Background: an optimization exercise with open tools, aiming at small area, a short achievable clock period and few clock cycles per item. Do not read the settings as production practice.
Only simulation tests tie the RTL to the original design; equivalence was not proved.

==> design/flow/design.v <==
module hue_px (
    input  wire        clk,
    input  wire        rst,
    input  wire        in_valid,
    output wire        in_ready,
    input  wire [1:0]  in_op,
    input  wire [15:0] in_a,
    input  wire [15:0] in_b,
    input  wire [7:0]  in_c,
    input  wire [15:0] in_hue,
    output wire        out_valid,
    input  wire        out_ready,
    output wire [15:0] out_a,
    output wire [15:0] out_b,
    output wire [7:0]  out_c
);
    localparam NST = 6;                       
    function integer srows(input integer k);
        case (k) 1: srows = 2; 2: srows = 3; 3: srows = 3; 4: srows = 3; 5: srows = 3; default: srows = 2; endcase
    endfunction
    function integer hrows(input integer k);
        case (k) 1: hrows = 2; 2: hrows = 3; 3: hrows = 3; 4: hrows = 3; 5: hrows = 1; default: hrows = 0; endcase
    endfunction
    wire en = !(out_valid && !out_ready);
    assign in_ready = en;
    wire [7:0] pr = in_a[7:0], pg = in_b[7:0], pb = in_c;
    wire r_ge_g = pr >= pg, r_ge_b = pr >= pb, g_ge_b = pg >= pb, b_ge_r = pb >= pr;
    wire mx_r = r_ge_g && r_ge_b;
    wire mx_g = !mx_r && g_ge_b;
    wire [7:0] mx = mx_r ? pr : (g_ge_b ? pg : pb);
    wire [7:0] mn = (!r_ge_g && !r_ge_b) ? pr : (!g_ge_b ? pg : pb);
    wire [7:0] d  = mx - mn;
    reg [1:0] base; reg neg; reg [7:0] e;
    always @(*) begin
        if (mx_r && g_ge_b)  begin base = 2'd0; neg = 1'b0;    e = pg - pb; end
        else if (mx_r)       begin base = 2'd3; neg = 1'b1;    e = pb - pg; end
        else if (mx_g)       begin base = 2'd1; neg = !b_ge_r; e = b_ge_r ? pb - pr : pr - pb; end
        else                 begin base = 2'd2; neg = !r_ge_g; e = r_ge_g ? pr - pg : pg - pr; end
    end
    reg        v1;
    reg [1:0]  op1;
    reg [15:0] f1, f2;
    reg [7:0]  f3;
    always @(posedge clk) begin
        if (rst) v1 <= 1'b0;
        else if (en) v1 <= in_valid;
        if (en) begin
            op1 <= in_op;
            f1  <= (in_op == 2'd1) ? in_a : (in_op == 2'd2) ? in_hue : {5'b0, neg, base, e};
            f2  <= (in_op == 2'd1) ? in_b : {mx, d};
            f3  <= in_c;
        end
    end
    wire [7:0]  mx1 = f2[15:8];
    wire [7:0]  d1  = f2[7:0];
    wire [23:0] sn  = {d1, 16'b0} - {16'b0, d1} + {17'b0, mx1[7:1]};
    wire [11:0] e15 = {f1[7:0], 4'b0} - {4'b0, f1[7:0]};
    genvar k;
    generate for (k = 1; k <= NST; k = k + 1) begin : st
        reg        vv;
        reg [1:0]  opp, hbase;
        reg        hneg;
        reg [7:0]  srem, smx, hrem, hd;
        reg [15:0] snq;
        reg [11:0] hnq;
        wire       pv, pneg;
        wire [1:0] pop, pbase;
        wire [7:0] psr, pmx, phr, pd;
        wire [15:0] psq;
        wire [11:0] phq;
        if (k == 1) begin : first
            assign pv = v1; assign pop = op1; assign pneg = f1[10]; assign pbase = f1[9:8];
            assign psr = sn[23:16]; assign psq = sn[15:0]; assign pmx = mx1;
            assign phr = e15[11:4]; assign phq = {e15[3:0], 8'b0}; assign pd = d1;
        end else begin : next
            assign pv = st[k-1].vv; assign pop = st[k-1].opp; assign pneg = st[k-1].hneg; assign pbase = st[k-1].hbase;
            assign psr = st[k-1].srem; assign psq = st[k-1].snq; assign pmx = st[k-1].smx;
            assign phr = st[k-1].hrem; assign phq = st[k-1].hnq; assign pd = st[k-1].hd;
        end
        reg [7:0]  sr, hr;
        reg [15:0] sq;
        reg [11:0] hq;
        reg [8:0]  t;
        reg [9:0]  df;
        integer j;
        always @(*) begin
            sr = psr; sq = psq; hr = phr; hq = phq;
            for (j = 0; j < srows(k); j = j + 1) begin
                t  = {sr, sq[15]};
                df = {1'b0, t} - {2'b0, pmx};
                sq = {sq[14:0], !df[9]};
                sr = df[9] ? t[7:0] : df[7:0];
            end
            for (j = 0; j < hrows(k); j = j + 1) begin
                t  = {hr, hq[11]};
                df = {1'b0, t} - {2'b0, pd};
                hq = {hq[10:0], !df[9]};
                hr = df[9] ? t[7:0] : df[7:0];
            end
        end
        always @(posedge clk) begin
            if (rst) vv <= 1'b0;
            else if (en) vv <= pv;
            if (en) begin
                opp <= pop; srem <= sr; snq <= sq; hrem <= hr; hnq <= hq;
                smx <= pmx; hd <= pd; hbase <= pbase; hneg <= pneg;
            end
        end
    end endgenerate
    wire        is1_1 = (op1 == 2'd1);
    wire [15:0] hm = (f1 >= 16'd46080) ? f1 - 16'd46080 :
                     (f1 >= 16'd23040) ? f1 - 16'd23040 : f1;
    reg [2:0] sec;
    always @(*) begin
        if      (hm < 16'd3840)  sec = 3'd0;
        else if (hm < 16'd7680)  sec = 3'd1;
        else if (hm < 16'd11520) sec = 3'd2;
        else if (hm < 16'd15360) sec = 3'd3;
        else if (hm < 16'd19200) sec = 3'd4;
        else                     sec = 3'd5;
    end
    wire [15:0] tt = hm - 16'd7680 * {14'b0, sec[2:1]};
    wire [11:0] u  = (tt >= 16'd3840) ? tt - 16'd3840 : 16'd3840 - tt;
    wire [23:0] A  = is1_1 ? f3 * f2 : {16'b0, d1};
    reg        is1_2;
    reg [23:0] a2;
    reg [11:0] u2;
    reg [2:0]  sec2, sec3;
    reg [7:0]  bv2, bv3, mn2, z3;
    always @(posedge clk) if (en) begin
        is1_2 <= is1_1;
        a2    <= A;
        u2    <= u;
        sec2  <= sec;
        bv2   <= is1_1 ? f3 : mx1;
        mn2   <= mx1 - d1;
    end
    wire [35:0] P  = a2 * u2 + (is1_2 ? 36'd125827199 : 36'd1919);
    wire [23:0] Z  = a2 + 24'd32767;
    wire [16:0] hl2 = Z[23:16] + Z[15:0];
    wire [7:0]  z1 = Z[23:16] + {7'b0, (hl2 >= 17'd65535)};
    reg        is1_3;
    reg [27:0] x3;
    always @(posedge clk) if (en) begin
        is1_3 <= is1_2;
        x3    <= P[35:8];
        sec3  <= sec2;
        bv3   <= bv2;
        z3    <= is1_2 ? bv2 - z1 : mn2;
    end
    wire [11:0] xhi = x3[27:16];
    wire [16:0] hl  = xhi + x3[15:0];
    wire [11:0] Y   = is1_3 ? xhi + {11'b0, (hl >= 17'd65535)} : x3[11:0];
    wire [27:0] Yk  = ({16'b0, Y} + 28'd1) * 28'd4369;
    wire [7:0]  xch = bv3 - Yk[23:16];
    reg [7:0] cr, cg, cb;
    always @(*) begin
        case (sec3)
            3'd0:    begin cr = bv3; cg = xch; cb = z3;  end
            3'd1:    begin cr = xch; cg = bv3; cb = z3;  end
            3'd2:    begin cr = z3;  cg = bv3; cb = xch; end
            3'd3:    begin cr = z3;  cg = xch; cb = bv3; end
            3'd4:    begin cr = xch; cg = z3;  cb = bv3; end
            default: begin cr = bv3; cg = z3;  cb = xch; end
        endcase
    end
    generate for (k = 4; k <= NST + 1; k = k + 1) begin : rp
        reg [23:0] rgb;
        if (k == 4) begin : first
            always @(posedge clk) if (en) rgb <= {cr, cg, cb};
        end else begin : next
            always @(posedge clk) if (en) rgb <= rp[k-1].rgb;
        end
    end endgenerate
    wire [23:0] rgbo = rp[NST+1].rgb;
    wire [11:0] hq6 = st[NST].hnq;
    wire [7:0]  hr6 = st[NST].hrem;
    wire [7:0]  hd6 = st[NST].hd;
    wire [14:0] b3840 = {st[NST].hbase, 1'b0} * 15'd3840;
    reg [14:0] Q; reg [7:0] R;
    always @(*) begin
        if (!st[NST].hneg)       begin Q = b3840 + {3'b0, hq6};         R = hr6; end
        else if (hr6 == 8'd0) begin Q = b3840 - {3'b0, hq6};         R = 8'd0; end
        else                  begin Q = b3840 - {3'b0, hq6} - 15'd1; R = hd6 - hr6; end
    end
    wire        dz = (hd6 == 8'd0);
    wire [15:0] H  = dz ? 16'd0 : {1'b0, Q} + {15'b0, ({R, 1'b0} >= {1'b0, hd6})};
    wire [8:0]  bk = dz ? 9'd0 : ((Q[14:6] > 9'd359) ? 9'd359 : Q[14:6]);
    wire [15:0] S  = (st[NST].smx == 8'd0) ? 16'd0 : st[NST].snq;
    reg        ov;
    reg [15:0] oa, ob;
    reg [7:0]  oc;
    always @(posedge clk) begin
        if (rst) ov <= 1'b0;
        else if (en) ov <= st[NST].vv;
        if (en) begin
            case (st[NST].opp)
                2'd0:    begin oa <= H; ob <= S; oc <= st[NST].smx; end
                2'd3:    begin oa <= {7'b0, bk}; ob <= 16'd0; oc <= 8'd0; end
                default: begin oa <= {8'b0, rgbo[23:16]}; ob <= {8'b0, rgbo[15:8]}; oc <= rgbo[7:0]; end
            endcase
        end
    end
    assign out_valid = ov;
    assign out_a = oa;
    assign out_b = ob;
    assign out_c = oc;
endmodule
==> design/flow/run.sh <==
#!/bin/bash
# synth_recipe.tcl (not shown) runs the flow's synth.tcl, then flattens the netlist and writes it again
# the make line also repeats each setting of config.mk as NAME=value (left out here)
make -C /OpenROAD-flow-scripts/flow DESIGN_CONFIG=/design/flow/config.mk WORK_HOME=/design/flow/orfs CLKGATE_MAP_FILE= SYNTH_SCRIPT=/design/flow/synth_recipe.tcl finish
==> design/flow/config.mk <==
export PLATFORM = sky130hd
export DESIGN_NAME = hue_px
export DESIGN_NICKNAME = hue_px
export VERILOG_FILES = /design/flow/design.v
export SDC_FILE = /design/flow/constraint.sdc
export NUM_CORES = 4
export LEC_CHECK = 0
export CAP_MARGIN = 20
export CORE_MARGIN = 2
export CORE_UTILIZATION = 40
export SLEW_MARGIN = 20
==> design/flow/constraint.sdc <==
create_clock -name core_clock -period 16.0 [get_ports {clk}]
set_input_delay 3.2000 -clock core_clock [delete_from_list [all_inputs] [get_ports {clk}]]
set_output_delay 3.2000 -clock core_clock [all_outputs]
set_load 0.01 [all_outputs]
==> run summary <==
[layout make-up]
| cell class | count | share of cell area (%) |
|---|---|---|
| clock buffers | 91 | 3.19 |
| clock inverters | 40 | 0.718 |
| well taps | 1781 | 3.71 |
| repair buffers | 148 | 2.28 |
| inverters | 644 | 4.05 |
| multi-input cells | 3872 | 53.7 |
| flip-flops and latches | 650 | 32.4 |
[path summary, 6_finish.rpt]
| check | end | slack (ns) | cells after the start |
|---|---|---|---|
| max | rp[4].rgb[23] | 4.85 | 46 |
| min | st[5].snq[8] | 0.40 | 0 |
| max reg2reg | rp[4].rgb[23] | 4.85 | 46 |
| min reg2reg | st[5].snq[8] | 0.40 | 0 |
[through the flow]
| step | instance area [sq um] | setup WS (ns) | cells | hold slack [ns] |
|---|---|---|---|---|
| floorplan | 54800 | 3.47 | 5324 | 0.400 |
| global placement | 57700 | 5.13 | 7095 | 0.400 |
| detailed placement | 57700 | 4.85 | 7095 | 0.405 |
| CTS | 60100 | 4.79 | 7226 | 0.395 |
| global route | 60100 | 3.80 | 7226 | 0.408 |
| finish | 60100 | 4.85 | 7226 | 0.404 |
[sequential cells by signal, summed over array words and instances (netlist names), 8 cells and up]
signal,cells
a2,24
bv2,8
bv3,8
f1,16
f2,16
f3,8
mn2,8
oa,16
ob,16
oc,8
rp.rgb,96
st.hbase,12
st.hd,48
st.hnq,51
st.hrem,48
st.opp,12
st.smx,48
st.snq,95
st.srem,40
u2,12
x3,28
z3,8
[worst max-delay path, delay by kind of cell (launching register included)]
family / cells / cell delay [ns]
AOI/OAI and AO/OA: 20 / 4.21
and+or+nand+nor: 10 / 2.33
adders and majority gates: 7 / 2.07
xor gates and xnor gates: 6 / 1.47
DFF: 1 / 0.49
buffers and inverters: 2 / 0.21
muxes: 1 / 0.14
[logic make-up after synthesis]
kind of cell    after synthesis  share of synthesized area (%)
simple gates               1469                           12.9
compound gates              972                           11.0
fa+ha+maj                   917                           26.0
buf+inv                     802                           5.59
flops                       650                           35.5
xor+xnor                    339                           5.45
mux                         175                           3.50
[per-layer routing]
metal	vias up	track usage [%]	part of all wire, %
met2	760	29.5	47
met5	-	0	0
li1	18400	-	-
met3	157	2.36	4.1
met1	18300	24.6	47
met4	0	4.71	2.3
[cells in the final DEF, fill, tap and decap left out, types with 44 or more instances in the layout]
cell type and count:
a21o_1 112, a21oi_1 291, and2_1 184, buf_4 44, clkbuf_16 74, clkdlybuf4s50_1 103
edfxtp_1 642, fa_1 369, ha_1 548, inv_1 640, mux2_2 123, mux2i_1 51
nand2_1 555, nand2b_1 76, nand3_1 58, nor2_1 281, nor2b_1 79, nor3_1 69
o21ai_0 268, xnor2_1 197, xor2_1 140
==> flow_summary_export.csv <==
group,metric,value,unit
run,cap_violations,0,
drt,viasPerCell,5.21,
drt,num_vias,37700,
synthesis,synth.cells.most_frequent,"642 x edfxtp_1, 640 x inv_1, 555 x nand2_1",
clock_network,clk_pin_slew,0.06,ns
synthesis,ys_seq_elements,650,
sta,drv_slew,0,
die,dieArea,0.140,sq mm
synthesis,yosysMostFrequentCell,"edfxtp_1",
setup_path,path_max_fanout,6,
global_routing,grt_pass1_vias,38100,
setup_path,r2r_start,"x3[18]",
setup_path,critPathLaunchType,"flip-flop",
synthesis,synth_top_area_share,35.2,%
clock_network,cts_max_level,3,
final_layout,multi_input_area,0.0323,sq mm
placement,io_buffers,103,
sta,clock_skew,0.0284,ns
synthesis,synth_edf_count,642,
synthesis,yosysSeqAreaShare,35.5,%
final_layout,drive_gt1_share,5.90,%
clock_network,clk_path_buf_depth,3,
clock_network,clkSinkCount,650,
global_routing,overflow,0,
die,die_w,374,um
die,ioPinCount,104,
sta,fin_crit_sh,69.7,%
worst_hold_path,holdCritStartpoint,"st[4].snq[5]",
drt,drc,0,
die,die_h,374,um
die,num_rows,135,
drt,wl_per_cell,17.1,um
final_layout,area_growth_syn_to_layout,9.74,%
clock_network,cts-buffers-inserted,73,
drt,drt_first_pass_iters,5,
sta,post-route-min-period,11.15,ns
global_routing,grt_max_degree,159,
synthesis,synthFlopType,"edfxtp_1",
status,status,"finished clean",
sta,finalHoldViolations,0,
setup_path,timing.setup.critical_path_class,"reg -> reg",
clock_network,cts_root_buf,"clkbuf_16",
final_layout,postLayoutCoreUtil,44.3,%
worst_hold_path,hp-class,"reg -> reg",
clock_network,postCtsSetupRepairBufs,0,
sta,tightest_slew,1.16,ns
synthesis,yosys.area.top_type,"edfxtp_1",
drt,routed_wirelength,123,mm
synthesis,synth.distinct_cells,91,
sta,setup_viol,0,
setup_path,cp_slowest_stage_delay,0.65,ns
synthesis,synthCells,5324,
clock_network,cts_resized,0,
drt,drt-initial-drc-count,2444,
final_layout,antenna_cells,0,
setup_path,worstPathRequired,16.47,ns
setup_path,startpoint,"x3[18]",
synthesis,synth_nets,6303,
synthesis,synthArstFlopShare,0,%
setup_path,slowest_stage,"a2111oi_0",
global_routing,antenna_found_initial,2,
sta,rsz0062_at_grt,"no",
final_layout,seq_area,0.0194,sq mm
die,start_util,40.4,%
clock_network,ctsHoldBuffers,0,
final_layout,num-fill-cells,12700,
synthesis,syn_avg_cell_area,10.3,sq um
synthesis,netlist_area,0.0548,sq mm
global_routing,grt_usage,17.8,%
placement,hpwlAfterDp,94.4,mm
sta,slew_headroom,23.0,%
clock_network,clock_latency,0.67,ns
placement,gp_congestion,0.889,
sta,fin_setup_tns,0,ns
setup_path,end_kind,"flip-flop",
final_layout,nets,6368,
setup_path,arrival,11.61,ns
global_routing,grt_pass1_wl,202,mm
sta,max_freq,89.7,MHz
die,core_area,0.136,sq mm
clock_network,cts_tree,"yes",
synthesis,yosys-top-cells-area,"edfxtp_1 35%, fa_1 13%, ha_1 13%",
drt,drt.antenna.violating_nets,0,
synthesis,yosys_warnings,1,
Testbench counts, summed over its fixed seeds: cycles 9,664, items 9,600.

==> static timing again, ports no longer ideal <==
In the flow no input, the clock included, has a driving cell. The finished layout below was timed again as built, in two steps. Step 1: set_driving_cell puts a clkbuf_16 on clk and a buf_2 on each other input, an assumption about the parent block. Step 2 moves the port delays by t, midway between the first and last clock arrival at a register: inputs arrive t later, outputs are due t later. That takes back most of the time a late clock gives input paths. Slacks: no drivers / after step 1 / after step 2; pairs: no drivers / after step 1.
t (ns): 0.724
setup WS [ns]: 4.853 / 4.853 / 4.853
slew at the worst register clock pin (ns): 0.07 / 0.07
After both steps setup and hold are still met in this run. The setup slack of this run moves by 0.000 ns with the drivers and by 0.000 ns with both steps.
